This is an optimization exercise on Yosys and OpenROAD, whose aim is small area, a short achievable clock period and few clock cycles per item, not a production implementation. At most, simulation tests tie the RTL to the original design; equivalence was not proved. Function not checked in runs 1 to 3: the RTL went through the layout flow alone.

[flow/design.v]
module aes_sbox_a (
    input  wire [7:0]  a,
    output wire [17:0] m
);
    wire U0 = a[7], U1 = a[6], U2 = a[5], U3 = a[4], U4 = a[3], U5 = a[2], U6 = a[1], U7 = a[0];
    wire T1, T2, T3, T4, T5, T6, T7, T8, T9, T10, T11, T12, T13, T14, T15, T16, T17, T18, T19, T20, T21, T22, T23, T24, T25, T26, T27, M1, M2, M3, M4, M5, M6, M7, M8, M9, M10, M11, M12, M13, M14, M15, M16, M17, M18, M19, M20, M21, M22, M23, M24, M25, M26, M27, M28, M29, M30, M31, M32, M33, M34, M35, M36, M37, M38, M39, M40, M41, M42, M43, M44, M45, M46, M47, M48, M49, M50, M51, M52, M53, M54, M55, M56, M57, M58, M59, M60, M61, M62, M63;
    assign T1 = U0 ^ U3;
    assign T2 = U0 ^ U5;
    assign T3 = U0 ^ U6;
    assign T4 = U3 ^ U5;
    assign T5 = U4 ^ U6;
    assign T6 = T1 ^ T5;
    assign T7 = U1 ^ U2;
    assign T8 = U7 ^ T6;
    assign T9 = U7 ^ T7;
    assign T10 = T6 ^ T7;
    assign T11 = U1 ^ U5;
    assign T12 = U2 ^ U5;
    assign T13 = T3 ^ T4;
    assign T14 = T6 ^ T11;
    assign T15 = T5 ^ T11;
    assign T16 = T5 ^ T12;
    assign T17 = T9 ^ T16;
    assign T18 = U3 ^ U7;
    assign T19 = T7 ^ T18;
    assign T20 = T1 ^ T19;
    assign T21 = U6 ^ U7;
    assign T22 = T7 ^ T21;
    assign T23 = T2 ^ T22;
    assign T24 = T2 ^ T10;
    assign T25 = T20 ^ T17;
    assign T26 = T3 ^ T16;
    assign T27 = T1 ^ T12;
    assign M1 = T13 & T6;
    assign M2 = T23 & T8;
    assign M3 = T14 ^ M1;
    assign M4 = T19 & U7;
    assign M5 = M4 ^ M1;
    assign M6 = T3 & T16;
    assign M7 = T22 & T9;
    assign M8 = T26 ^ M6;
    assign M9 = T20 & T17;
    assign M10 = M9 ^ M6;
    assign M11 = T1 & T15;
    assign M12 = T4 & T27;
    assign M13 = M12 ^ M11;
    assign M14 = T2 & T10;
    assign M15 = M14 ^ M11;
    assign M16 = M3 ^ M2;
    assign M17 = M5 ^ T24;
    assign M18 = M8 ^ M7;
    assign M19 = M10 ^ M15;
    assign M20 = M16 ^ M13;
    assign M21 = M17 ^ M15;
    assign M22 = M18 ^ M13;
    assign M23 = M19 ^ T25;
    assign M24 = M22 ^ M23;
    assign M25 = M22 & M20;
    assign M26 = M21 ^ M25;
    assign M27 = M20 ^ M21;
    assign M28 = M23 ^ M25;
    assign M29 = M28 & M27;
    assign M30 = M26 & M24;
    assign M31 = M20 & M23;
    assign M32 = M27 & M31;
    assign M33 = M27 ^ M25;
    assign M34 = M21 & M22;
    assign M35 = M24 & M34;
    assign M36 = M24 ^ M25;
    assign M37 = M21 ^ M29;
    assign M38 = M32 ^ M33;
    assign M39 = M23 ^ M30;
    assign M40 = M35 ^ M36;
    assign M41 = M38 ^ M40;
    assign M42 = M37 ^ M39;
    assign M43 = M37 ^ M38;
    assign M44 = M39 ^ M40;
    assign M45 = M42 ^ M41;
    assign M46 = M44 & T6;
    assign M47 = M40 & T8;
    assign M48 = M39 & U7;
    assign M49 = M43 & T16;
    assign M50 = M38 & T9;
    assign M51 = M37 & T17;
    assign M52 = M42 & T15;
    assign M53 = M45 & T27;
    assign M54 = M41 & T10;
    assign M55 = M44 & T13;
    assign M56 = M40 & T23;
    assign M57 = M39 & T19;
    assign M58 = M43 & T3;
    assign M59 = M38 & T22;
    assign M60 = M37 & T20;
    assign M61 = M42 & T1;
    assign M62 = M45 & T4;
    assign M63 = M41 & T2;
    assign m = {M46, M47, M48, M49, M50, M51, M52, M53, M54, M55, M56, M57, M58, M59, M60, M61, M62, M63};
endmodule
module aes_sbox_b (
    input  wire [17:0] m,
    output wire [7:0]  y
);
    wire M46, M47, M48, M49, M50, M51, M52, M53, M54, M55, M56, M57, M58, M59, M60, M61, M62, M63;
    assign {M46, M47, M48, M49, M50, M51, M52, M53, M54, M55, M56, M57, M58, M59, M60, M61, M62, M63} = m;
    wire L0, L1, L2, L3, L4, L5, L6, L7, L8, L9, L10, L11, L12, L13, L14, L15, L16, L17, L18, L19, L20, L21, L22, L23, L24, L25, L26, L27, L28, L29, S0, S1, S2, S3, S4, S5, S6, S7;
    assign L0 = M61 ^ M62;
    assign L1 = M50 ^ M56;
    assign L2 = M46 ^ M48;
    assign L3 = M47 ^ M55;
    assign L4 = M54 ^ M58;
    assign L5 = M49 ^ M61;
    assign L6 = M62 ^ L5;
    assign L7 = M46 ^ L3;
    assign L8 = M51 ^ M59;
    assign L9 = M52 ^ M53;
    assign L10 = M53 ^ L4;
    assign L11 = M60 ^ L2;
    assign L12 = M48 ^ M51;
    assign L13 = M50 ^ L0;
    assign L14 = M52 ^ M61;
    assign L15 = M55 ^ L1;
    assign L16 = M56 ^ L0;
    assign L17 = M57 ^ L1;
    assign L18 = M58 ^ L8;
    assign L19 = M63 ^ L4;
    assign L20 = L0 ^ L1;
    assign L21 = L1 ^ L7;
    assign L22 = L3 ^ L12;
    assign L23 = L18 ^ L2;
    assign L24 = L15 ^ L9;
    assign L25 = L6 ^ L10;
    assign L26 = L7 ^ L9;
    assign L27 = L8 ^ L10;
    assign L28 = L11 ^ L14;
    assign L29 = L11 ^ L17;
    assign S0 = L6 ^ L24;
    assign S1 = ~(L16 ^ L26);
    assign S2 = ~(L19 ^ L28);
    assign S3 = L6 ^ L21;
    assign S4 = L20 ^ L22;
    assign S5 = L25 ^ L29;
    assign S6 = ~(L13 ^ L27);
    assign S7 = ~(L6 ^ L23);
    assign y = {S0, S1, S2, S3, S4, S5, S6, S7};
endmodule
module aes_sbox (
    input  wire [7:0] a,
    output wire [7:0] y
);
    wire [17:0] m;
    aes_sbox_a u_a (.a(a), .m(m));
    aes_sbox_b u_b (.m(m), .y(y));
endmodule
module aes_round_a (
    input  wire [127:0] state_in,
    output wire [287:0] m
);
    genvar i;
    generate
        for (i = 0; i < 16; i = i + 1) begin : g_sub
            aes_sbox_a u_sa (.a(state_in[127-8*i -: 8]), .m(m[287-18*i -: 18]));
        end
    endgenerate
endmodule
module aes_round_b (
    input  wire [287:0] m,
    output wire [127:0] shifted,
    output wire [127:0] mixed
);
    wire [127:0] sub;
    genvar i, r, c;
    generate
        for (i = 0; i < 16; i = i + 1) begin : g_sub
            aes_sbox_b u_sb (.m(m[287-18*i -: 18]), .y(sub[127-8*i -: 8]));
        end
        for (r = 0; r < 4; r = r + 1) begin : g_row
            for (c = 0; c < 4; c = c + 1) begin : g_col
                assign shifted[127-8*(r+4*c) -: 8] = sub[127-8*(r+4*((c+r)%4)) -: 8];
            end
        end
        for (c = 0; c < 4; c = c + 1) begin : g_mix
            wire [7:0] a0 = shifted[127-8*(4*c+0) -: 8];
            wire [7:0] a1 = shifted[127-8*(4*c+1) -: 8];
            wire [7:0] a2 = shifted[127-8*(4*c+2) -: 8];
            wire [7:0] a3 = shifted[127-8*(4*c+3) -: 8];
            wire [7:0] d0 = a0 ^ a1;
            wire [7:0] d1 = a1 ^ a2;
            wire [7:0] d2 = a2 ^ a3;
            wire [7:0] d3 = a3 ^ a0;
            wire [7:0] t  = d0 ^ d2;
            wire [7:0] x0 = {d0[6:0], 1'b0} ^ (d0[7] ? 8'h1b : 8'h00);
            wire [7:0] x1 = {d1[6:0], 1'b0} ^ (d1[7] ? 8'h1b : 8'h00);
            wire [7:0] x2 = {d2[6:0], 1'b0} ^ (d2[7] ? 8'h1b : 8'h00);
            wire [7:0] x3 = {d3[6:0], 1'b0} ^ (d3[7] ? 8'h1b : 8'h00);
            assign mixed[127-8*(4*c+0) -: 8] = (a0 ^ t) ^ x0;
            assign mixed[127-8*(4*c+1) -: 8] = (a1 ^ t) ^ x1;
            assign mixed[127-8*(4*c+2) -: 8] = (a2 ^ t) ^ x2;
            assign mixed[127-8*(4*c+3) -: 8] = (a3 ^ t) ^ x3;
        end
    endgenerate
endmodule
module aes_key_step_a (
    input  wire [127:0] key_in,
    output wire [71:0]  km
);
    wire [31:0] w3  = key_in[63:32] ^ key_in[31:0];
    wire [31:0] rot = {w3[23:0], w3[31:24]};
    aes_sbox_a u_s0 (.a(rot[31:24]), .m(km[71:54]));
    aes_sbox_a u_s1 (.a(rot[23:16]), .m(km[53:36]));
    aes_sbox_a u_s2 (.a(rot[15:8]),  .m(km[35:18]));
    aes_sbox_a u_s3 (.a(rot[7:0]),   .m(km[17:0]));
endmodule
module aes_key_step_b (
    input  wire [127:0] key_in,
    input  wire [71:0]  km,
    input  wire [7:0]   rcon,
    output wire [127:0] key_out
);
    wire [31:0] p0 = key_in[127:96];
    wire [31:0] p1 = key_in[95:64];
    wire [31:0] p2 = key_in[63:32];
    wire [31:0] p3 = key_in[31:0];
    wire [31:0] subw;
    aes_sbox_b u_s0 (.m(km[71:54]), .y(subw[31:24]));
    aes_sbox_b u_s1 (.m(km[53:36]), .y(subw[23:16]));
    aes_sbox_b u_s2 (.m(km[35:18]), .y(subw[15:8]));
    aes_sbox_b u_s3 (.m(km[17:0]),  .y(subw[7:0]));
    wire [31:0] t   = subw ^ {rcon, 24'h000000};
    wire [31:0] q01 = p0 ^ p1;
    wire [31:0] q23 = p2 ^ p3;
    assign key_out = {p0 ^ t, q01, (q01 ^ p2) ^ t, q01 ^ q23};
endmodule
module crc_word (
    input  wire [15:0] crc_in,
    input  wire [15:0] data,
    input  wire [1:0]  n,
    output wire [15:0] crc_out
);
    function [15:0] crc_byte(input [15:0] c, input [7:0] d);
        integer b;
        begin
            crc_byte = c ^ {d, 8'h00};
            for (b = 0; b < 8; b = b + 1)
                crc_byte = {crc_byte[14:0], 1'b0} ^ (crc_byte[15] ? 16'h3d65 : 16'h0000);
        end
    endfunction
    wire [15:0] one = crc_byte(crc_in, data[15:8]);
    wire [15:0] two = crc_byte(one, data[7:0]);
    assign crc_out = n[1] ? two : (n[0] ? one : crc_in);
endmodule
module wmbus_ctr_decrypt (
    input  wire         clk,
    input  wire         rst,
    input  wire         start,
    input  wire [127:0] key,
    input  wire [111:0] iv,
    input  wire [7:0]   len,
    output wire         idle,
    input  wire         in_valid,
    input  wire [127:0] in_data,
    output wire         in_ready,
    output reg          out_valid,
    output reg  [127:0] out_data,
    output reg          done,
    output wire         crc_ok,
    output wire [15:0]  crc_calc,
    output reg  [15:0]  crc_exp
);
    reg         act;         
    reg  [1:0]  su;          
    reg         fp;          
    reg  [4:0]  j;           
    reg         run;         
    reg  [3:0]  nb;          
    reg  [3:0]  idx_a;       
    reg  [3:0]  idx_b;       
    reg         vb;          
    reg  [3:0]  base;        
    reg  [7:0]  len_r;
    reg  [127:0] st;         
    reg  [287:0] sm;         
    reg  [127:0] rk;         
    reg  [71:0]  km;         
    reg  [127:0] k2;         
    reg  [127:0] c1;         
    reg  [7:0]  sb;          
    reg  [17:0] im;          
    reg  [31:0] inj_a;       
    reg  [31:0] inj_b;       
    reg  [127:0] crc_buf;
    reg  [15:0] crc_r;
    reg  [7:0]  rem;         
    reg         first;       
    reg         fa;          
    reg         fb;          
    wire start_ok = start & idle;
    wire running  = act & (su == 2'd0);
    wire j0       = (j == 5'd0);
    wire j17      = (j == 5'd17);
    wire rdy_a = running & j17 & run & (idx_a == nb);
    wire rdy_b = running & j0 & ~fp & vb & run & (idx_b == nb);
    wire take  = (rdy_a | rdy_b) & in_valid;
    assign idle     = ~act | done;
    assign in_ready = rdy_a | rdy_b;
    wire [3:0] last_blk = len_r[7:4] - {3'b000, (len_r[3:0] == 4'd0)};
    wire kstep   = (su == 2'd2) | (running & ~j[0] & (~j0 | fp));
    wire krest   = running & j0 & ~fp;
    reg  [7:0] rcon;
    always @(*) begin
        if (su == 2'd2)
            rcon = 8'h01;
        else
            case (j)
                5'd0:    rcon = 8'h02;
                5'd2:    rcon = 8'h04;
                5'd4:    rcon = 8'h08;
                5'd6:    rcon = 8'h10;
                5'd8:    rcon = 8'h20;
                5'd10:   rcon = 8'h40;
                5'd12:   rcon = 8'h80;
                5'd14:   rcon = 8'h1b;
                5'd16:   rcon = 8'h36;
                default: rcon = 8'h00;
            endcase
    end
    wire [71:0]  km_next;
    wire [127:0] next_key;
    aes_key_step_a u_key_a (.key_in(rk), .km(km_next));
    aes_key_step_b u_key_b (.key_in(rk), .km(km), .rcon(rcon), .key_out(next_key));
    wire [127:0] rkw = {rk[127:96], rk[127:96] ^ rk[95:64],
                        rk[95:64] ^ rk[63:32], rk[63:32] ^ rk[31:0]};
    wire [7:0] k0_15 = k2[103:96] ^ k2[71:64] ^ k2[39:32] ^ k2[7:0];
    wire [287:0] sm_next;
    wire [127:0] shifted, mixed;
    aes_round_a u_round_a (.state_in(st), .m(sm_next));
    aes_round_b u_round_b (.m(sm), .shifted(shifted), .mixed(mixed));
    wire [127:0] round_out = mixed ^ rkw;
    wire [17:0] im_next;
    wire [7:0]  s15;
    aes_sbox_a u_inj_a (.a(sb), .m(im_next));
    aes_sbox_b u_inj_b (.m(im), .y(s15));
    wire [7:0]  s15x2    = {s15[6:0], 1'b0} ^ (s15[7] ? 8'h1b : 8'h00);
    wire [31:0] inj_next = {s15, s15, s15x2 ^ s15, s15x2};
    wire load_a = running & j17;
    wire load_b = running & j0;
    wire load   = load_a | load_b | (su == 2'd1);
    wire [31:0] inj_sel = load_a ? inj_a : (load_b ? inj_b : 32'h0);
    wire [127:0] pt_raw = shifted ^ rkw ^ in_data;
    wire [127:0] pt;
    genvar g;
    generate
        for (g = 0; g < 16; g = g + 1) begin : g_mask
            wire keep = (nb != last_blk) || (len_r[3:0] == 4'd0) || (len_r[3:0] > g);
            assign pt[127-8*g -: 8] = keep ? pt_raw[127-8*g -: 8] : 8'h00;
        end
    endgenerate
    wire        crc_on = running & ((fa & (j >= 5'd1) & (j <= 5'd8)) |
                                    (fb & (j >= 5'd9) & (j <= 5'd16)));
    wire [1:0]  crc_n  = (!crc_on || first) ? 2'd0 :
                         (rem >= 8'd2) ? 2'd2 : {1'b0, rem[0]};
    wire [15:0] crc_next;
    crc_word u_crc (
        .crc_in  (crc_r),
        .data    (crc_buf[127:112]),
        .n       (crc_n),
        .crc_out (crc_next)
    );
    wire [7:0] rem_dec  = (rem >= 8'd2) ? rem - 8'd2 : 8'd0;
    wire [7:0] rem_next = crc_on ? rem_dec : rem;
    assign crc_calc = ~crc_r;
    assign crc_ok   = (len_r[7:1] != 7'd0) && (crc_calc == crc_exp);
    always @(posedge clk) begin
        sm <= sm_next;
        km <= km_next;
        im <= im_next;
        if (load)
            st <= {c1[127:96] ^ inj_sel, c1[95:0]};
        else
            st <= round_out;
        if (start_ok)
            rk <= {key[127:96], key[127:96] ^ key[95:64],
                   key[127:96] ^ key[95:64] ^ key[63:32],
                   key[127:96] ^ key[95:64] ^ key[63:32] ^ key[31:0]};
        else if (kstep)
            rk <= next_key;
        else if (krest)
            rk <= k2;
        if (running & j0 & fp)
            k2 <= next_key;
        if (start_ok)
            c1 <= {iv, 16'h0000} ^ key;
        else if (su == 2'd3)
            c1 <= mixed ^ (rkw ^ {inj_a, 96'h0});
        if (start_ok)
            sb <= key[7:0];
        else if (su == 2'd1)
            sb <= sb ^ 8'h01;
        else if (running & (j == 5'd2))
            sb <= k0_15 ^ {4'h0, (idx_a == nb) ? idx_a + 4'd2 : nb};
        else if (running & (j == 5'd3))
            sb <= k0_15 ^ {4'h0, base + 4'd1};
        if (running & (j == 5'd2))
            base <= (idx_a == nb) ? idx_a + 4'd2 : nb;
        if ((su == 2'd2) | (running & (j == 5'd4)))
            inj_a <= inj_next;
        if ((su == 2'd3) | (running & (j == 5'd5)))
            inj_b <= inj_next;
        if (start_ok)
            idx_a <= 4'd0;
        else if (load_a)
            idx_a <= base;
        if (load_b)
            idx_b <= idx_a + 4'd1;
        if (take)
            out_data <= pt;
        else
            out_data <= {out_data[111:0], 16'h0000};
        if (load_b)
            crc_buf <= out_data;
        else
            crc_buf <= {crc_buf[111:0], out_data[127:112]};
        if (crc_on) begin
            crc_r <= crc_next;
            rem   <= rem_dec;
            if (first)
                crc_exp <= {crc_buf[119:112], crc_buf[127:120]};
            first <= 1'b0;
        end
        if (start_ok) begin
            su    <= 2'd1;
            len_r <= len;
            rem   <= len;
            first <= 1'b1;
            crc_r <= 16'h0000;
            crc_exp <= 16'h0000;
            nb    <= 4'd0;
        end else begin
            if (su != 2'd0)
                su <= su + 2'd1;
            if (take)
                nb <= nb + 4'd1;
        end
        if (su == 2'd3 || j17)
            j <= 5'd0;
        else
            j <= j + 5'd1;
        if (su == 2'd3)
            fp <= 1'b1;
        else if (j0)
            fp <= 1'b0;
        if (j17)
            fa <= take;
        if (j0)
            fb <= take;
        if (rst) begin
            act       <= 1'b0;
            run       <= 1'b0;
            vb        <= 1'b0;
            fa        <= 1'b0;
            fb        <= 1'b0;
            out_valid <= 1'b0;
            done      <= 1'b0;
        end else begin
            out_valid <= take;
            done      <= act & ~done & ~start_ok & running & ~run & (rem_next == 8'd0);
            if (start_ok) begin
                act <= 1'b1;
                run <= (len != 8'd0);
                vb  <= 1'b0;
                fa  <= 1'b0;
                fb  <= 1'b0;
            end else begin
                if (done)
                    act <= 1'b0;
                if (take && nb == last_blk)
                    run <= 1'b0;
                if (load_b)
                    vb <= 1'b1;
            end
        end
    end
endmodule
[flow/flow/abc.script]
strash
&get -n
&st
&dch
&nf -R 30
&put
[flow/constraint.sdc]
create_clock -name core_clock -period 8.0 [get_ports {clk}]
set_input_delay 1.6000 -clock core_clock [delete_from_list [all_inputs] [get_ports {clk}]]
set_output_delay 1.6000 -clock core_clock [all_outputs]
set_load 0.01 [all_outputs]
[flow/flow/run.sh]
#!/bin/bash
# Layout flow: the standard ORFS flow (standard.sh) with two changes:
#  - synthesis maps the logic with flow/abc.script (ABC area-oriented
#    mapping, no up-sizing or buffering at synthesis) instead of ORFS's
#    abc_speed.script; the synthesis passes, flattening and renaming are
#    synth_recipe.tcl's, unchanged;
#  - the port buffers that global placement inserts on every input and
#    output are sky130_fd_sc_hd__buf_1 instead of the default cell.
# Floorplan, power grid, placement, CTS and routing are the standard ones.
set -euo pipefail
W=$(pwd)
{
  echo 'proc abc {args} {'
  echo '  set i [lsearch -exact $args -script]'
  echo "  if {\$i >= 0} { lset args [expr {\$i + 1}] $W/flow/abc.script }"
  echo '  yosys abc {*}$args'
  echo '}'
  cat "$W/synth_recipe.tcl"
} > "$W/own_synth.tcl"
sed -e "s#SYNTH_SCRIPT=[^ ]*#SYNTH_SCRIPT=$W/own_synth.tcl 'BUFFER_PORTS_ARGS=-buffer_cell sky130_fd_sc_hd__buf_1'#" \
    "$W/standard.sh" > "$W/own_standard.sh"
grep -q "SYNTH_SCRIPT=$W/own_synth.tcl" "$W/own_standard.sh"
bash "$W/own_standard.sh" > "$W/orfs_make.log" 2>&1
[flow/config.mk]
export PLATFORM = sky130hd
export DESIGN_NAME = wmbus_ctr_decrypt
export DESIGN_NICKNAME = wmbus_ctr_decrypt
export VERILOG_FILES = /design/flow/design.v
export SDC_FILE = /design/flow/constraint.sdc
export NUM_CORES = 4
export LEC_CHECK = 0
export CAP_MARGIN = 20
export CORE_MARGIN = 2
export CORE_UTILIZATION = 50
export PLACE_DENSITY = 0.65
export SETUP_SLACK_MARGIN = 4
export SLEW_MARGIN = 20
[flow/standard.sh]
#!/bin/bash
# synth_recipe.tcl (not shown) runs the flow's synth.tcl, then flattens the netlist and writes it again
# the make line also repeats each setting of config.mk as NAME=value (left out here)
make -C /OpenROAD-flow-scripts/flow DESIGN_CONFIG=/design/flow/config.mk WORK_HOME=/design/flow/orfs CLKGATE_MAP_FILE= SYNTH_SCRIPT=/design/flow/synth_recipe.tcl "${@:-finish}"
==> notes.md, run 1 <==
clk latency of the worst-skew pair=0.79 ns; Die Span X=380 µm; Final period util=49.0%; setup TNS=0 ns; CP required=8.61 ns; clock edge transition at the registers on the reported setup and hold paths=0.06 ns; final hold violations=0; ratio of cells with drive above 1 in the final layout=7.08%; vias in the first global route=53000; final WL=287000 µm; most common cell after layout, fill and taps aside=xnor2_1; Die Y=380 µm; Synth Register Bits=1278; syn_area_per_cell=9.86 µm²; top_reg_cell synth=dfxtp_1; Layout area overhead=16.8%; WL/cell=28.5 µm; GRT Residual Overflow=0; Antenna Nets Post-Route=0; # setup viols final=0; core area=0.141 mm²; Synth cell types=49; routability cong.=1.02; leading cell types in the layout, fill and taps excluded=xnor2_1, xor2_1, nor2_1; Async SR Flop Fraction=0%; clk buf depth=3; Ys Warns=2; clk_skew=0.0333 ns; slew margin rel.=15.2%; synthesized area=0.0708 mm²; HP Class=register to register; # IOs=545; RSZ-0062 raised after global routing=yes; Post-Synthesis Cells=7182; max-cap violations=0; Avg Vias per Cell=5.59; placed inst area=0.0766 mm²; Num CTS Buffers=142; Starting Density=50.2%; crit-path cells=xor2_1, xnor2_1, xnor2_1, xnor2_1, xor2_1, xnor2_1, xnor2_1, xnor2_1, mux2_1; Least-Margin Pin Slew=1.26 ns; CP Capture Type=register; H-Tree Depth=4; minimum clock period=3.92 ns; Worst Path Arrival=4.53 ns; Post-synth EDFFs=444; post-route cell area=0.0827 mm²; first-pass GRT wire length=393000 µm; placement row count=138; CP max-delay cell=xnor2_1; Post-DP HPWL=229000 µm; cell repeated most along the worst path=xnor2_1; critical path peak fanout=4; DRT Pass-1 Iters=6; DRC Markers=0; Root Buffer=clkbuf_16; syn nets=7619; Crit path largest cell delay=0.90 ns; largest net degree at the start of global routing=129; layout net count=8472; Slew Viols, Final=0; fillers=12500; status=timing/DRC/antenna clean; number of antenna violations at the first check in global routing=27; port bufs=544; total die area=0.145 mm²; 1st-iter DRT viols=6913; Critical Path Start Type=register; FMAX=0.255 GHz; crit path kind=register to register; via count=56200; Tot GR Track Use=38.4%; CTS tree=built; Num Clock Sinks=1278; CTS Hold Bufs=0; post-synthesis sequential area ratio=42.4%
[critical path, delay by kind of cell, from the launching register on]
kind	cells	cell delay, ns
XOR/XNOR	8	2.92
multiplexers	1	0.46
flip-flops	1	0.37
[routing by layer]
layer	vias to the layer above	share of wire, %	GRT usage [%]
li1	25100	-	-
met4	12	7.6	24.7
met5	-	0.024	0
met1	27000	38	49.7
met3	631	12	9.39
met2	3363	43	57.2
[synth_stat cells, types with 5 or more instances]
cell | number | area [µm²]
o221a_1 | 13 | 146
edfxtp_1 | 444 | 13300
nand2_1 | 772 | 2900
o211ai_1 | 5 | 37.5
o21ai_0 | 294 | 1470
a22oi_1 | 27 | 203
a32o_1 | 13 | 130
mux2i_1 | 9 | 90.1
o21a_1 | 11 | 82.6
nor2_1 | 849 | 3190
nor4_1 | 11 | 68.8
nor2b_1 | 46 | 288
a21oi_1 | 221 | 1110
clkinv_1 | 128 | 480
xnor2_1 | 2175 | 19000
o211a_1 | 18 | 180
nand2b_1 | 21 | 131
mux2_1 | 83 | 935
nor3_1 | 9 | 45.0
and2_0 | 38 | 238
xor2_1 | 892 | 7810
ha_1 | 57 | 713
a31oi_1 | 6 | 37.5
o22ai_1 | 106 | 663
and3_1 | 9 | 56.3
dfxtp_1 | 834 | 16700
or2_0 | 9 | 56.3
nand3_1 | 16 | 80.1
a21o_1 | 10 | 75.1
a211oi_1 | 11 | 82.6
xnor3_1 | 5 | 113
a221oi_1 | 8 | 70.1
[cell type report]
class	instances	area (µm²)	area share, %
Timing Repair Buffer	708	3350	4.04
Tap cell	1890	2360	2.86
Clock buffer	214	4160	5.03
Sequential cell	1278	30100	36.3
Multi-Input combinational cell	5777	41900	50.6
Inverter	128	537	0.649
Antenna cell	9	22.5	0.0272
Clock inverter	48	399	0.482
[stage by stage]
stage	hold WS [ns]	std cells	util, %	setup slack (ns)
final	0.408	10100	58.6	4.08
after detailed placement	0.407	9744	54.3	3.25
after floorplan	0.399	7182	-	2.23
after global routing	0.438	10000	58.6	3.93
after global placement	0.405	9744	54.3	3.35
after CTS	0.409	10000	57.9	3.81
[sequential cells by signal, summed over array words and instances (netlist names), 72 cells and up, named ones only]
register	cells
st	128
k2	128
crc_buf	128
c1	128
km	72
rk	128
out_data	128
sm	288
[timing repair]
item,CTS,global route
gates cloned,2,0
gates resized for setup,57,133
pin swaps,16,19
endpoints found under the setup margin,102,192
endpoints found under the hold margin,0,0
buffers inserted,13,22
[final timing paths]
check / start / end / slack [ns] / cells after the start
worst max register to register: sm[41] / st[33] / 4.08 / 9
worst min-delay path: crc_buf[98] / crc_buf[114] / 0.41 / 2
worst max-delay path: sm[41] / st[33] / 4.08 / 9
worst min register to register: crc_buf[98] / crc_buf[114] / 0.41 / 2
[logic make-up (layout without fill, tap and decap cells)]
logic type,count (synthesis),after routing,share of synthesized area [%]
other cells,0,9,0
xor+xnor,3072,3072,38.1
fa+ha+maj,57,57,1.01
mux,92,92,1.45
compound gates,763,763,6.29
simple gates,1791,1793,10.1
flops,1278,1278,42.4
buf+inv,129,1098,0.684
==> inputs of run 2 (changes only) <==
--- a/flow/design.v
+++ b/flow/design.v
@@ -263,5 +263,5 @@
     output reg  [127:0] out_data,
     output reg          done,
-    output wire         crc_ok,
+    output reg          crc_ok,
     output wire [15:0]  crc_calc,
     output reg  [15:0]  crc_exp
@@ -286,6 +286,4 @@
     reg  [7:0]  sb;          
     reg  [17:0] im;          
-    reg  [31:0] inj_a;       
-    reg  [31:0] inj_b;       
     reg  [127:0] crc_buf;
     reg  [15:0] crc_r;
@@ -294,13 +292,12 @@
     reg         fa;          
     reg         fb;          
+    reg         rdy;         
     wire start_ok = start & idle;
     wire running  = act & (su == 2'd0);
     wire j0       = (j == 5'd0);
     wire j17      = (j == 5'd17);
-    wire rdy_a = running & j17 & run & (idx_a == nb);
-    wire rdy_b = running & j0 & ~fp & vb & run & (idx_b == nb);
-    wire take  = (rdy_a | rdy_b) & in_valid;
+    wire take = rdy & in_valid;
     assign idle     = ~act | done;
-    assign in_ready = rdy_a | rdy_b;
+    assign in_ready = rdy;
     wire [3:0] last_blk = len_r[7:4] - {3'b000, (len_r[3:0] == 4'd0)};
     wire kstep   = (su == 2'd2) | (running & ~j[0] & (~j0 | fp));
@@ -341,9 +338,9 @@
     aes_sbox_b u_inj_b (.m(im), .y(s15));
     wire [7:0]  s15x2    = {s15[6:0], 1'b0} ^ (s15[7] ? 8'h1b : 8'h00);
-    wire [31:0] inj_next = {s15, s15, s15x2 ^ s15, s15x2};
+    wire [31:0] inj      = {s15, s15, s15x2 ^ s15, s15x2};
     wire load_a = running & j17;
     wire load_b = running & j0;
     wire load   = load_a | load_b | (su == 2'd1);
-    wire [31:0] inj_sel = load_a ? inj_a : (load_b ? inj_b : 32'h0);
+    wire [31:0] inj_sel = (load_a | load_b) ? inj : 32'h0;
     wire [127:0] pt_raw = shifted ^ rkw ^ in_data;
     wire [127:0] pt;
@@ -368,6 +365,6 @@
     wire [7:0] rem_dec  = (rem >= 8'd2) ? rem - 8'd2 : 8'd0;
     wire [7:0] rem_next = crc_on ? rem_dec : rem;
+    wire [15:0] exp_next = (crc_on & first) ? {crc_buf[119:112], crc_buf[127:120]} : crc_exp;
     assign crc_calc = ~crc_r;
-    assign crc_ok   = (len_r[7:1] != 7'd0) && (crc_calc == crc_exp);
     always @(posedge clk) begin
         sm <= sm_next;
@@ -391,19 +388,15 @@
             c1 <= {iv, 16'h0000} ^ key;
         else if (su == 2'd3)
-            c1 <= mixed ^ (rkw ^ {inj_a, 96'h0});
+            c1 <= mixed ^ (rkw ^ {inj, 96'h0});
         if (start_ok)
             sb <= key[7:0];
-        else if (su == 2'd1)
+        else if (su == 2'd2)
             sb <= sb ^ 8'h01;
-        else if (running & (j == 5'd2))
+        else if (running & (j == 5'd15))
             sb <= k0_15 ^ {4'h0, (idx_a == nb) ? idx_a + 4'd2 : nb};
-        else if (running & (j == 5'd3))
+        else if (running & (j == 5'd16))
             sb <= k0_15 ^ {4'h0, base + 4'd1};
-        if (running & (j == 5'd2))
+        if (running & (j == 5'd15))
             base <= (idx_a == nb) ? idx_a + 4'd2 : nb;
-        if ((su == 2'd2) | (running & (j == 5'd4)))
-            inj_a <= inj_next;
-        if ((su == 2'd3) | (running & (j == 5'd5)))
-            inj_b <= inj_next;
         if (start_ok)
             idx_a <= 4'd0;
@@ -423,8 +416,8 @@
             crc_r <= crc_next;
             rem   <= rem_dec;
-            if (first)
-                crc_exp <= {crc_buf[119:112], crc_buf[127:120]};
-            first <= 1'b0;
+            crc_exp <= exp_next;
+            first   <= 1'b0;
         end
+        crc_ok <= (len_r[7:1] != 7'd0) && (~crc_next == exp_next);
         if (start_ok) begin
             su    <= 2'd1;
@@ -461,6 +454,16 @@
             out_valid <= 1'b0;
             done      <= 1'b0;
+            rdy       <= 1'b0;
         end else begin
             out_valid <= take;
+            if (start_ok)
+                rdy <= 1'b0;
+            else if (running & (j == 5'd16))
+                rdy <= run & (idx_a == nb);
+            else if (running & j17)
+                rdy <= vb & run & ~(take & (nb == last_blk)) &
+                       (take ? (idx_b == nb + 4'd1) : (idx_b == nb));
+            else
+                rdy <= 1'b0;
             done      <= act & ~done & ~start_ok & running & ~run & (rem_next == 8'd0);
             if (start_ok) begin
==> run 2 against run 1 <==
Against the previous run: synthesized cell count rose by 0.82%; clock skew down 0.0074 ns.
==> notes.md, run 2 <==
layout net count=8564 (+1.1%); post-route cell area=0.0825 mm² (-0.32%); Placed Instances=9779 (+0.36%); first-pass GRT wire length=383000 µm (-2.7%); CP required=8.69 ns (+0.08 ns); Least-Margin Pin Slew=1.24 ns (-0.0222 ns); H-Tree Depth=4 (unchanged); most frequent cells after synthesis=xnor2_1, xor2_1, nand2_1; clk_skew=0.0259 ns (-0.00744 ns); synth top area cells=xnor2_1, dfxtp_1, edfxtp_1, xor2_1, nand2_1; CP max-delay cell=a2111oi_2; DRT Pass-1 Iters=5 (-1); leading cell types in the layout, fill and taps excluded=xnor2_1, xor2_1, nand2_1; Die Y=378 µm (-0.51%); critical path peak fanout=5 (+1); # setup viols final=0 (unchanged); CTS Hold Bufs=0 (unchanged); top_reg_cell synth=dfxtp_1; crit path kind=register to register; most area-hungry cell type in the Yosys netlist=xnor2_1; clk latency of the worst-skew pair=0.80 ns (about the same); slew margin rel.=16.7% (+1.5 points); DRC Markers=0 (unchanged); clock edge transition at the registers on the reported setup and hold paths=0.06 ns (about the same); Async SR Flop Fraction=0% (unchanged); clk buf depth=3 (unchanged); Avg Vias per Cell=5.53 (-1.1%); post-synthesis sequential area ratio=41.4% (-1.0 points); max reg flops=288 (unchanged); dpl ws=2.61 ns (-0.639 ns); routability cong.=1.01 (-1.0%); Post-Synthesis Cells=7241 (+0.82%); ratio of cells with drive above 1 in the final layout=7.57% (+0.49 points); RSZ-0062 raised after global routing=yes; Biggest register=sm; via count=55900 (-0.41%); R2R cell count=21 (+12); Root Buffer=clkbuf_16; Tot GR Track Use=38.0% (-0.44 points); Num CTS Buffers=140 (-1.4%); total die area=0.143 mm² (-1.0%); most common cell in the netlist=xnor2_1; Setup WS post-layout=3.73 ns (-0.347 ns); vias in the first global route=52900 (-0.20%); Hold WS=0.422 ns (+0.0145 ns); WL/cell=27.5 µm (-3.5%); final WL=279000 µm (-2.8%); Critical Path Start Type=register; Worst Path Arrival=4.96 ns (+0.43 ns); Post-DP HPWL=222000 µm (-2.9%); CP Capture Type=register; Die Span X=378 µm (-0.51%); Num Clock Sinks=1244 (-2.7%); 1st-iter DRT viols=6531 (-5.5%); Ys Warns=2 (unchanged); Antenna Nets Post-Route=0 (unchanged); Synth top area share=26.9% (-0.032 points); final hold violations=0 (unchanged); Final Non-Filler Cells=10100 (+0.70%); number of antenna violations at the first check in global routing=23 (-15%); FMAX=0.234 GHz (-8.1%); Layout area overhead=17.7%; Synth Register Bits=1244 (-2.7%); Slew Viols, Final=0 (unchanged); CTS tree=built; placement row count=137 (-0.72%); Crit path largest cell delay=0.39 ns (-0.51 ns); most common cell after layout, fill and taps aside=xnor2_1; core area=0.139 mm² (-1.2%); Post-synth EDFFs=408 (-8.1%); Final period util=53.3% (+4.3 points); max-cap violations=0 (unchanged); crit-path cells=xnor2_4, buf_12, buf_8, xor2_4, xnor2_4, buf_6, xnor3_2, xor2_2, xnor2_2, xnor2_2, buf_4, xor2_4, buf_6, xor2_2, o21ai_2, nor2_1, a21oi_1, o21ai_1, a2111oi_2, nand4_1, nor4_1; syn nets=7678 (+0.77%); minimum clock period=4.27 ns (+0.347 ns); largest net degree at the start of global routing=152 (+18%); status=timing/DRC/antenna clean; port bufs=544 (unchanged); HP Class=register to register; placed inst area=0.0757 mm² (-1.2%); hold path cells=2 (unchanged); synthesized area=0.0701 mm² (-1.0%); # IOs=545 (unchanged); syn_area_per_cell=9.68 µm² (-1.8%); GRT Residual Overflow=0 (unchanged); Starting Density=50.3% (+0.091 points); Synth cell types=47 (-4.1%)
[run 2: changes by cell type after synthesis, sizes merged, moves of 45 or more]
cell,delta
mux2i,+45
nand2,+91
a22o,+83
mux2,-81
nor2,-70
nor2b,+77
[run 2: logic make-up (layout without fill, tap and decap cells)]
group           after synthesis  in the layout  synth area share [%]
fa+ha+maj                    57             57                  1.02
flops                      1244           1244                  41.4
other cells                   0              1                     0
buf+inv                     118           1120                 0.632
compound gates              779            779                  6.46
xor+xnor                   3065           3065                  38.5
mux                          56             56                 0.803
simple gates               1922           1924                  11.3
[run 2: through the flow]
step           utilization, %  TNS (ns)
6_report                 59.2         0
5_1_grt                  59.2         0
4_1_cts                  58.5         0
3_5_place_dp             54.3         0
3_3_place_gp             54.3         0
2_1_floorplan               -    -14.02
[run 2: critical path: cells and delay by family (launching register included)]
kind                      cells  cell delay [ns]
xor gates and xnor gates      9             1.79
AOI/OAI and AO/OA             4             0.77
buffers and inverters         5             0.70
and+or+nand+nor               3             0.52
DFF                           1             0.37
[run 2: area by class of cell]
class                      count  area, µm²
clock inverter                61        583
inverter                     117        478
fill                       12300      56900
antenna                        1       2.50
clock buffer                 199       4120
timing repair buffer         743       3670
multi-input combinational   5881      42300
sequential                  1244      29000
tap                         1876       2350
[run 2: layer usage]
layer  global-route usage, %  vias up  wire length, µm  part of all wire, %
met5                       0        -              111                0.040
met4                    26.9       12            23300                  8.3
met3                    7.15      655            27400                  9.8
met2                    56.7     3026           118000                   42
met1                    49.4    26900           109000                   39
li1                        -    25400                -                    -
[run 2: timing repair]
item / CTS / global route
gates resized for setup: 107 / 108
pin swaps: 44 / 29
cloned: 1 / 1
endpoints found under the setup margin: 185 / 163
setup buffers: 55 / 25
endpoints found under the hold margin: 0 / 0
[run 2: path summary, 6_finish.rpt]
kind | from | to | slack, ns
worst max-delay path | crc_r[13] | crc_ok | 3.73
worst min-delay path | crc_buf[100] | crc_buf[116] | 0.42
worst max register to register | crc_r[13] | crc_ok | 3.73
worst min register to register | crc_buf[100] | crc_buf[116] | 0.42
==> inputs of run 3 (changes only) <==
--- a/flow/config.mk
+++ b/flow/config.mk
@@ -9,4 +9,6 @@
 export CORE_MARGIN = 2
 export CORE_UTILIZATION = 50
+export CTS_BUF_LIST = sky130_fd_sc_hd__clkbuf_8
+export CTS_CLUSTER_SIZE = 12
 export PLACE_DENSITY = 0.65
 export SETUP_SLACK_MARGIN = 4
==> run 3 against run 2 <==
Against the previous run: largest cell class unchanged; synthesized cell count unchanged; synthesized area is the same; register-to-register slack about the same; die area is the same; highest routed layer unchanged; sequential cell count did not move; setup slack better by 0.0099 ns; core utilization is 0.32 points lower; fmax grew 0.23%; critical path depth is 6 lower; critical endpoint unchanged; non-clock buffer count shrank 22; critical path type unchanged.
==> notes.md, run 3 <==
Starting Density=50.3% (unchanged); Post-synth EDFFs=408 (unchanged); Least-Margin Pin Slew=1.30 ns (+0.0629 ns); Post-DP HPWL=222000 µm (unchanged); Slew Viols, Final=0 (unchanged); clk_skew=0.0430 ns (+0.0171 ns); Critical Path End=crc_ok; CTS Hold Bufs=0 (unchanged); syn_area_per_cell=9.68 µm² (unchanged); Crit path largest cell delay=0.43 ns (+0.04 ns); clk latency of the worst-skew pair=0.98 ns (+0.18 ns); 1st-iter DRT viols=6010 (-8.0%); fillers=12400 (+1.3%); register area=0.0290 mm² (about the same); final hold violations=0 (unchanged); Layout area overhead=17.0%; GRT Residual Overflow=0 (unchanged); Num CTS Buffers=213 (+52%); core area=0.139 mm² (unchanged); capturing point of the worst reg2reg path=crc_ok; leading cell types in the layout, fill and taps excluded=xnor2_1, xor2_1, nand2_1; Synth cell types=47 (unchanged); Avg Vias per Cell=5.47 (-0.97%); WL/cell=27.3 µm (-0.82%); most common cell after layout, fill and taps aside=xnor2_1; Async SR Flop Fraction=0% (unchanged); Crit path depth=15 (-29%); R2R cell count=15 (-29%); Placed Instances=9779 (unchanged); largest net degree at the start of global routing=152 (unchanged); setup slack, reg-to-reg=3.74 ns (about the same); Die Span X=378 µm (unchanged); most area-hungry cell type in the Yosys netlist=xnor2_1; Multi-input gate area=0.0420 mm² (-0.51%); minimum clock period=4.26 ns (-0.00992 ns); Biggest register=sm; max reg flops=288 (unchanged); Post-Synthesis Cells=7241 (unchanged); status=timing/DRC/antenna clean; crit-path cells=xor2_4, buf_4, xor2_4, xnor3_2, xnor3_1, xor2_1, xnor2_2, xnor2_2, xnor2_1, o21ai_1, a221oi_1, o2111ai_1, a2111oi_2, nand4_1, nor4_1; Final period util=53.2% (-0.12 points); post-synthesis sequential area ratio=41.4% (unchanged); CTS tree=built; syn nets=7678 (unchanged); Worst R2R Start=crc_r[15]; Final Non-Filler Cells=10200 (+1.2%); top_reg_cell synth=dfxtp_1; synth top area cells=xnor2_1, dfxtp_1, edfxtp_1, xor2_1, nand2_1; WP buf/inv=1 (-4); Die Y=378 µm (unchanged); ratio of cells with drive above 1 in the final layout=8.32% (+0.76 points); Worst Path Arrival=5.12 ns (+0.16 ns); crit path launch=crc_r[15]; crit path kind=register to register; layout net count=8615 (+0.60%); Antenna Nets Post-Route=0 (unchanged); final WL=280000 µm (+0.38%); placement row count=137 (unchanged); Tot GR Track Use=38.1% (+0.095 points); first-pass GRT wire length=384000 µm (+0.31%); most frequent cells after synthesis=xnor2_1, xor2_1, nand2_1; DRC Markers=0 (unchanged); DRT Pass-1 Iters=5 (unchanged); Synth Register Bits=1244 (unchanged); total die area=0.143 mm² (unchanged); CP Capture Type=register; hold path cells=2 (unchanged); delay-heaviest family, CP=XOR/XNOR gates; Num Clock Sinks=1244 (unchanged); FMAX=0.235 GHz (+0.23%); slew margin rel.=12.8% (-3.9 points); clock edge transition at the registers on the reported setup and hold paths=0.07 ns (about the same); Root Buffer=clkbuf_8; vias in the first global route=53400 (+0.96%); # IOs=545 (unchanged); critical path peak fanout=3 (-2); Critical Path Start Type=register; port bufs=544 (unchanged); # setup viols final=0 (unchanged); Ys Warns=2 (unchanged); synthesized area=0.0701 mm² (unchanged); CP required=8.87 ns (+0.18 ns); HP Class=register to register; via count=56100 (+0.24%); RSZ-0062 raised after global routing=yes; max-cap violations=0 (unchanged); Synth top area share=26.9% (unchanged); CP max-delay cell=xnor3_2; number of antenna violations at the first check in global routing=20 (-13%); routability cong.=1.01 (unchanged); most common cell in the netlist=xnor2_1; clk buf depth=3 (unchanged); H-Tree Depth=4 (unchanged)
-- run 3: cell counts after synthesis --
Identical to the previous run, type by type.
-- run 3: per-layer routing --
metal | vias to the layer above | wire length, µm | part of all wire (%) | GRT usage (%)
li1 | 25500 | - | - | -
met1 | 26900 | 110000 | 39 | 49.0
met2 | 3053 | 119000 | 42 | 56.8
met3 | 622 | 27900 | 10 | 7.92
met4 | 10 | 23400 | 8.4 | 27.2
met5 | - | 64 | 0.023 | 0
-- run 3: cell families after synthesis --
logic type	share of synthesized area, %
flip-flops	41.4
AND/OR/NAND/NOR	11.3
multiplexers	0.803
adder cells (fa/ha/maj)	1.02
AO/OA/AOI/OAI	6.46
XOR/XNOR	38.5
buffers and inverters	0.632
-- run 3: through the flow --
step / utilization, % / setup slack (ns) / setup TNS, ns / area (µm²) / hold slack [ns]
final: 58.9 / 3.74 / 0 / 82000 / 0.421
after global routing: 58.8 / 3.59 / 0 / 82000 / 0.431
after CTS: 58.2 / 3.79 / 0 / 81200 / 0.423
after detailed placement: 54.3 / 2.61 / 0 / 75700 / 0.408
after global placement: 54.3 / 2.46 / 0 / 75600 / 0.403
after floorplan: - / -0.110 / -14.02 / 70300 / 0.399
-- run 3: worst min-delay path by stage --
stage / endpoint / startpoint
CTS: crc_buf[116] / crc_buf[100]
floorplan: crc_buf[100] / crc_buf[84]
global route: crc_buf[22] / crc_buf[6]
global placement: crc_buf[29] / crc_buf[13]
finish: crc_buf[116] / crc_buf[100]
detailed placement: crc_buf[116] / crc_buf[100]
-- run 3: worst register-to-register path, cell delays in order (launching register included) --
cell and delay [ns]:
dfxtp_2 0.38, xor2_4 0.24, buf_4 0.18, xor2_4 0.23, xnor3_2 0.43, xnor3_1 0.39
xor2_1 0.23, xnor2_2 0.14, xnor2_2 0.30, xnor2_1 0.21, o21ai_1 0.14, a221oi_1 0.30
o2111ai_1 0.19, a2111oi_2 0.38, nand4_1 0.21, nor4_1 0.20
-- run 3: layout make-up --
cell class	count	share of cell area, %
flip-flops and latches	1244	35.4
multi-input cells	5881	51.3
repair buffers	721	4.21
well taps	1876	2.86
diodes	8	0.0244
inverters	117	0.583
clock inverters	139	1.35
clock buffers	259	4.35
-- run 3: repair_timing --
item / CTS / global route
setup endpoints to repair: 196 / 164
setup buffers: 37 / 21
resized for setup: 84 / 93
gates cloned: 1 / 1
pin swaps: 23 / 20
==> inputs of run 4 (changes only) <==
--- a/flow/design.v
+++ b/flow/design.v
@@ -201,8 +201,7 @@
 endmodule
 module aes_key_step_a (
-    input  wire [127:0] key_in,
+    input  wire [31:0]  w3,
     output wire [71:0]  km
 );
-    wire [31:0] w3  = key_in[63:32] ^ key_in[31:0];
     wire [31:0] rot = {w3[23:0], w3[31:24]};
     aes_sbox_a u_s0 (.a(rot[31:24]), .m(km[71:54]));
@@ -220,5 +219,5 @@
     wire [31:0] p1 = key_in[95:64];
     wire [31:0] p2 = key_in[63:32];
-    wire [31:0] p3 = key_in[31:0];
+    wire [31:0] w3 = key_in[31:0];
     wire [31:0] subw;
     aes_sbox_b u_s0 (.m(km[71:54]), .y(subw[31:24]));
@@ -228,6 +227,5 @@
     wire [31:0] t   = subw ^ {rcon, 24'h000000};
     wire [31:0] q01 = p0 ^ p1;
-    wire [31:0] q23 = p2 ^ p3;
-    assign key_out = {p0 ^ t, q01, (q01 ^ p2) ^ t, q01 ^ q23};
+    assign key_out = {p0 ^ t, q01, (q01 ^ p2) ^ t, (p2 ^ w3) ^ t};
 endmodule
 module crc_word (
@@ -293,4 +291,12 @@
     reg         fb;          
     reg         rdy;         
+    reg         fin;         
+    reg         c_load;      
+    reg         c_load_a;    
+    reg         c_load_b;    
+    reg         c_kstep;     
+    reg         c_krest;     
+    reg         c_k2;        
+    reg         c_c1;        
     wire start_ok = start & idle;
     wire running  = act & (su == 2'd0);
@@ -301,31 +307,27 @@
     assign in_ready = rdy;
     wire [3:0] last_blk = len_r[7:4] - {3'b000, (len_r[3:0] == 4'd0)};
-    wire kstep   = (su == 2'd2) | (running & ~j[0] & (~j0 | fp));
-    wire krest   = running & j0 & ~fp;
-    reg  [7:0] rcon;
-    always @(*) begin
-        if (su == 2'd2)
-            rcon = 8'h01;
-        else
-            case (j)
-                5'd0:    rcon = 8'h02;
-                5'd2:    rcon = 8'h04;
-                5'd4:    rcon = 8'h08;
-                5'd6:    rcon = 8'h10;
-                5'd8:    rcon = 8'h20;
-                5'd10:   rcon = 8'h40;
-                5'd12:   rcon = 8'h80;
-                5'd14:   rcon = 8'h1b;
-                5'd16:   rcon = 8'h36;
-                default: rcon = 8'h00;
-            endcase
-    end
+    wire [1:0] su_n  = start_ok ? 2'd1 : ((su != 2'd0) ? su + 2'd1 : 2'd0);
+    wire [4:0] j_n   = (su == 2'd3 || j17) ? 5'd0 : j + 5'd1;
+    wire       fp_n  = (su == 2'd3) ? 1'b1 : (j0 ? 1'b0 : fp);
+    wire       act_n = ~rst & (start_ok | (act & ~done));
+    wire       run_n = act_n & (su_n == 2'd0);
+    wire       j0_n  = (j_n == 5'd0);
+    wire [7:0] rcon = (su == 2'd2)  ? 8'h01 :
+                      (j == 5'd0)   ? 8'h02 :
+                      (j == 5'd2)   ? 8'h04 :
+                      (j == 5'd4)   ? 8'h08 :
+                      (j == 5'd6)   ? 8'h10 :
+                      (j == 5'd8)   ? 8'h20 :
+                      (j == 5'd10)  ? 8'h40 :
+                      (j == 5'd12)  ? 8'h80 :
+                      (j == 5'd14)  ? 8'h1b :
+                      (j == 5'd16)  ? 8'h36 : 8'h00;
     wire [71:0]  km_next;
     wire [127:0] next_key;
-    aes_key_step_a u_key_a (.key_in(rk), .km(km_next));
+    aes_key_step_a u_key_a (.w3(rk[31:0]), .km(km_next));
     aes_key_step_b u_key_b (.key_in(rk), .km(km), .rcon(rcon), .key_out(next_key));
     wire [127:0] rkw = {rk[127:96], rk[127:96] ^ rk[95:64],
-                        rk[95:64] ^ rk[63:32], rk[63:32] ^ rk[31:0]};
-    wire [7:0] k0_15 = k2[103:96] ^ k2[71:64] ^ k2[39:32] ^ k2[7:0];
+                        rk[95:64] ^ rk[63:32], rk[31:0]};
+    wire [7:0] k0_15 = k2[7:0] ^ k2[103:96] ^ k2[71:64];
     wire [287:0] sm_next;
     wire [127:0] shifted, mixed;
@@ -339,8 +341,5 @@
     wire [7:0]  s15x2    = {s15[6:0], 1'b0} ^ (s15[7] ? 8'h1b : 8'h00);
     wire [31:0] inj      = {s15, s15, s15x2 ^ s15, s15x2};
-    wire load_a = running & j17;
-    wire load_b = running & j0;
-    wire load   = load_a | load_b | (su == 2'd1);
-    wire [31:0] inj_sel = (load_a | load_b) ? inj : 32'h0;
+    wire [31:0] inj_sel = (c_load_a | c_load_b) ? inj : 32'h0;
     wire [127:0] pt_raw = shifted ^ rkw ^ in_data;
     wire [127:0] pt;
@@ -371,5 +370,5 @@
         km <= km_next;
         im <= im_next;
-        if (load)
+        if (c_load)
             st <= {c1[127:96] ^ inj_sel, c1[95:0]};
         else
@@ -377,15 +376,14 @@
         if (start_ok)
             rk <= {key[127:96], key[127:96] ^ key[95:64],
-                   key[127:96] ^ key[95:64] ^ key[63:32],
-                   key[127:96] ^ key[95:64] ^ key[63:32] ^ key[31:0]};
-        else if (kstep)
+                   key[127:96] ^ key[95:64] ^ key[63:32], key[31:0]};
+        else if (c_kstep)
             rk <= next_key;
-        else if (krest)
+        else if (c_krest)
             rk <= k2;
-        if (running & j0 & fp)
+        if (c_k2)
             k2 <= next_key;
         if (start_ok)
             c1 <= {iv, 16'h0000} ^ key;
-        else if (su == 2'd3)
+        else if (c_c1)
             c1 <= mixed ^ (rkw ^ {inj, 96'h0});
         if (start_ok)
@@ -401,7 +399,7 @@
         if (start_ok)
             idx_a <= 4'd0;
-        else if (load_a)
+        else if (c_load_a)
             idx_a <= base;
-        if (load_b)
+        if (c_load_b)
             idx_b <= idx_a + 4'd1;
         if (take)
@@ -409,8 +407,9 @@
         else
             out_data <= {out_data[111:0], 16'h0000};
-        if (load_b)
+        if (c_load_b)
             crc_buf <= out_data;
         else
             crc_buf <= {crc_buf[111:0], out_data[127:112]};
+        crc_ok <= (len_r[7:1] != 7'd0) && (~crc_r == crc_exp);
         if (crc_on) begin
             crc_r <= crc_next;
@@ -419,5 +418,4 @@
             first   <= 1'b0;
         end
-        crc_ok <= (len_r[7:1] != 7'd0) && (~crc_next == exp_next);
         if (start_ok) begin
             su    <= 2'd1;
@@ -434,4 +432,11 @@
                 nb <= nb + 4'd1;
         end
+        c_load_a <= run_n & (j_n == 5'd17);
+        c_load_b <= run_n & j0_n;
+        c_load   <= (run_n & ((j_n == 5'd17) | j0_n)) | (su_n == 2'd1);
+        c_kstep  <= (su_n == 2'd2) | (run_n & ~j_n[0] & (~j0_n | fp_n));
+        c_krest  <= run_n & j0_n & ~fp_n;
+        c_k2     <= run_n & j0_n & fp_n;
+        c_c1     <= (su_n == 2'd3);
         if (su == 2'd3 || j17)
             j <= 5'd0;
@@ -453,4 +458,5 @@
             fb        <= 1'b0;
             out_valid <= 1'b0;
+            fin       <= 1'b0;
             done      <= 1'b0;
             rdy       <= 1'b0;
@@ -466,5 +472,6 @@
             else
                 rdy <= 1'b0;
-            done      <= act & ~done & ~start_ok & running & ~run & (rem_next == 8'd0);
+            fin       <= act & ~fin & ~done & ~start_ok & running & ~run & (rem_next == 8'd0);
+            done      <= fin;
             if (start_ok) begin
                 act <= 1'b1;
@@ -478,5 +485,5 @@
                 if (take && nb == last_blk)
                     run <= 1'b0;
-                if (load_b)
+                if (c_load_b)
                     vb <= 1'b1;
             end
==> run 4 against run 3 <==
Against the previous run: still clean; first-iteration DRC count increased by 7.3%; fmax increased by 6.9%; cell count decreased by 5.6%; hold slack got worse by 0.00088 ns; register-to-register slack improved by 0.27 ns; critical path depth decreased by 7; synthesized cell count decreased by 6.5%; via count decreased by 3.7%.
==> notes.md, run 4 <==
Synth top area share=26.6% (-0.23 points); status=timing/DRC/antenna clean; setup slack, reg-to-reg=4.02 ns (+0.27 ns); Async SR Flop Fraction=0% (unchanged); post-synthesis compound-gate area fraction=7.54% (+1.1 points); clock edge transition at the registers on the reported setup and hold paths=0.06 ns (about the same); Layout area overhead=16.4%; Hold WS=0.420 ns (-0.000879 ns); first-pass GRT wire length=380000 µm (-1.0%); clk_skew=0.0530 ns (+0.00999 ns); WP buf/inv=0 (-1); synthesized area=0.0690 mm² (-1.5%); synth top area cells=xnor2_1, dfxtp_1, edfxtp_1, xor2_1, nor2_1; Die Y=376 µm (-0.73%); crit path kind=register to register; Final period util=49.8% (-3.4 points); placement row count=136 (-0.73%); Biggest register=sm; final WL=277000 µm (-1.0%); post-synthesis mux area share=2.93% (+2.1 points); most common cell after layout, fill and taps aside=xnor2_1; Crit path largest cell delay=0.91 ns (+0.48 ns); Synth Area in Adders=1.03% (+0.015 points); CP Capture Type=register; delay-heaviest family, CP=XOR/XNOR gates; cell repeated most along the worst path=xnor2_1; Post-Synthesis Cells=6771 (-6.5%); CTS tree=built; vias in the first global route=51400 (-3.6%); 1st-iter DRT viols=6448 (+7.3%); Post-synth EDFFs=408 (unchanged); max-cap violations=0 (unchanged); slew margin rel.=17.1% (+4.3 points); crit-path cells=xor2_1, xnor2_1, xor2_1, xnor2_1, xnor2_1, xor2_1, xnor2_1, o21ai_0; register area=0.0290 mm² (about the same); max reg flops=288 (unchanged); Num CTS Buffers=207 (-2.8%); port bufs=544 (unchanged); CP max-delay cell=xnor2_1; DRT Pass-1 Iters=7 (+2); number of antenna violations at the first check in global routing=31 (+55%); core area=0.137 mm² (-1.5%); critical path peak fanout=5 (+2); main combinational cell family by area after synthesis=XOR/XNOR gates; top_reg_cell synth=dfxtp_1; crit path launch=sm[110]; xor/xnor share of the synthesized area=37.8% (-0.67 points); Crit path depth=8 (-7); syn nets=7208 (-6.1%); most area-hungry cell type in the Yosys netlist=xnor2_1; most frequent cells after synthesis=xnor2_1, xor2_1, dfxtp_1; Die Span X=376 µm (-0.73%); minimum clock period=3.98 ns (-0.274 ns); Worst Path Arrival=4.72 ns (-0.40 ns); setup TNS=0 ns (unchanged); fillers=12100 (-2.9%); Worst R2R Start=sm[110]; FMAX=0.251 GHz (+6.9%); # setup viols final=0 (unchanged); post-synthesis sequential area ratio=42.0% (+0.62 points); # IOs=545 (unchanged); H-Tree Depth=4 (unchanged); via count=54000 (-3.7%); layout net count=8127 (-5.7%); largest net degree at the start of global routing=120 (-21%); final hold violations=0 (unchanged); Post-DP HPWL=222000 µm (-0.43%); most common cell in the netlist=xnor2_1; Simple-Gate Fraction of Synth Area=7.92% (-3.3 points); Starting Density=50.3% (about the same); ratio of cells with drive above 1 in the final layout=8.12% (-0.20 points); RSZ-0062 raised after global routing=yes; routability cong.=1.03 (+3.0%); Least-Margin Pin Slew=1.23 ns (-0.0686 ns); Num Clock Sinks=1244 (unchanged); syn_area_per_cell=10.2 µm² (+5.4%); clk latency of the worst-skew pair=0.96 ns (-0.02 ns); CP required=8.74 ns (-0.13 ns); GRT Residual Overflow=0 (unchanged); leading cell types in the layout, fill and taps excluded=xnor2_1, xor2_1, dfxtp_1; Synth Register Bits=1244 (unchanged); hold_sp=crc_buf[10]; Critical Path Start Type=register; capturing point of the worst reg2reg path=st[83]; Antenna Nets Post-Route=0 (unchanged); Synth cell types=51 (+8.5%); Root Buffer=clkbuf_8; Critical Path End=st[83]; DRC Markers=0 (unchanged); R2R cell count=8 (-7); WL/cell=28.6 µm (+4.8%); Avg Vias per Cell=5.58 (+2.0%); Slew Viols, Final=0 (unchanged); Tot GR Track Use=38.1% (about the same); clk buf depth=3 (unchanged); Ys Warns=2 (unchanged); total die area=0.141 mm² (-1.5%); Multi-input gate area=0.0408 mm² (-2.9%); HP Class=register to register
[run 4: cell count changes after synthesis, moves of 30 or more]
cell / previous run / this run
a22oi_1: 1 / 40
clkinv_1: 117 / 147
mux2_1: 2 / 159
mux2i_1: 54 / 23
nand2_1: 863 / 363
nor2b_1: 123 / 39
xnor2_1: 2150 / 2100
xor2_1: 907 / 869
[run 4: worst reg2reg max path: stages, from the launching register on]
cell,delay (ns)
dfxtp_1,0.36
xor2_1,0.41
xnor2_1,0.25
xor2_1,0.43
xnor2_1,0.33
xnor2_1,0.91
xor2_1,0.17
xnor2_1,0.22
o21ai_0,0.72
[run 4: per-stage QoR]
step	cell area, µm²	setup WS [ns]	cells	utilization (%)
2_1_floorplan	69300	3.61	6771	-
3_3_place_gp	74500	3.46	9208	54.2
3_5_place_dp	74500	3.44	9209	54.2
4_1_cts	79100	3.89	9607	57.6
5_1_grt	80400	3.89	9668	58.5
6_report	80400	4.02	9672	58.5
[run 4: repair_timing]
item | CTS | global route
buffers inserted | 9 | 54
endpoints found under the setup margin | 58 | 202
pin swaps | 6 | 16
resized for setup | 30 | 108
hold buffers | 0 | 0
hold endpoints to repair | 0 | 0
[run 4: area by class of cell]
| class | instances | share of cell area, % |
|---|---|---|
| well taps | 1794 | 2.79 |
| flip-flops and latches | 1244 | 36.1 |
| clock inverters | 130 | 1.02 |
| clock buffers | 259 | 4.43 |
| repair buffers | 711 | 4.15 |
| multi-input cells | 5379 | 50.8 |
| diodes | 8 | 0.0249 |
| inverters | 147 | 0.719 |
[run 4: worst min-delay path by stage]
stage	end	cells after the start
after floorplan	crc_buf[125]	1
after global placement	crc_buf[98]	1
after detailed placement	crc_buf[108]	1
after CTS	crc_buf[26]	1
after global routing	crc_buf[109]	1
final	crc_buf[26]	1
[run 4: logic make-up (layout without fill, tap and decap cells)]
| family | after synthesis | after routing |
|---|---|---|
| compound gates | 838 | 838 |
| xor+xnor | 2973 | 2973 |
| fa+ha+maj | 57 | 57 |
| buf+inv | 148 | 1247 |
| flops | 1244 | 1244 |
| mux | 182 | 182 |
| other cells | 0 | 8 |
| simple gates | 1329 | 1329 |
[run 4: per-layer routing]
metal	GRT usage (%)	wire (µm)
met1	49.9	109000
met2	56.5	118000
met3	10.4	32700
met4	21.7	17600
met5	0	328
Testbench counts of run 4, summed over its fixed seeds: cycles 29,284, blocks 2,579.

[afterwards: timing with drivers on the ports]
The flow's constraints put no driver on any port. The routed layouts listed below were extracted and timed again, unchanged, in two steps.
Step 1: set_driving_cell puts a clkbuf_16 on clk and a buf_2 on each other input, an assumption about the parent block.
Step 2, shift: input delay + t, output delay - t, t = (earliest + latest rising clock arrival at the registers) / 2. This alone moves slack from input paths to output paths.
a / b / c = ideal ports / drivers / drivers and shift; a / b = the first two.
run	shift t [ns]	slack for setup (ns)	worst setup path after step 2	slew at the worst register clock pin (ns)
run 1	0.862	4.080 / 3.993 / 3.380	input to register	0.07 / 0.07
run 2	0.869	3.732 / 3.732 / 3.638	input to register	0.07 / 0.07
run 3	1.042	3.742 / 3.742 / 3.674	input to register	0.08 / 0.08
run 4	1.017	4.017 / 4.017 / 3.465	input to register	0.07 / 0.07
After both steps setup and hold are still met in every run listed. For run 1, which loses most, drivers alone change the setup slack by -0.087 ns; drivers and shift together by -0.700 ns.
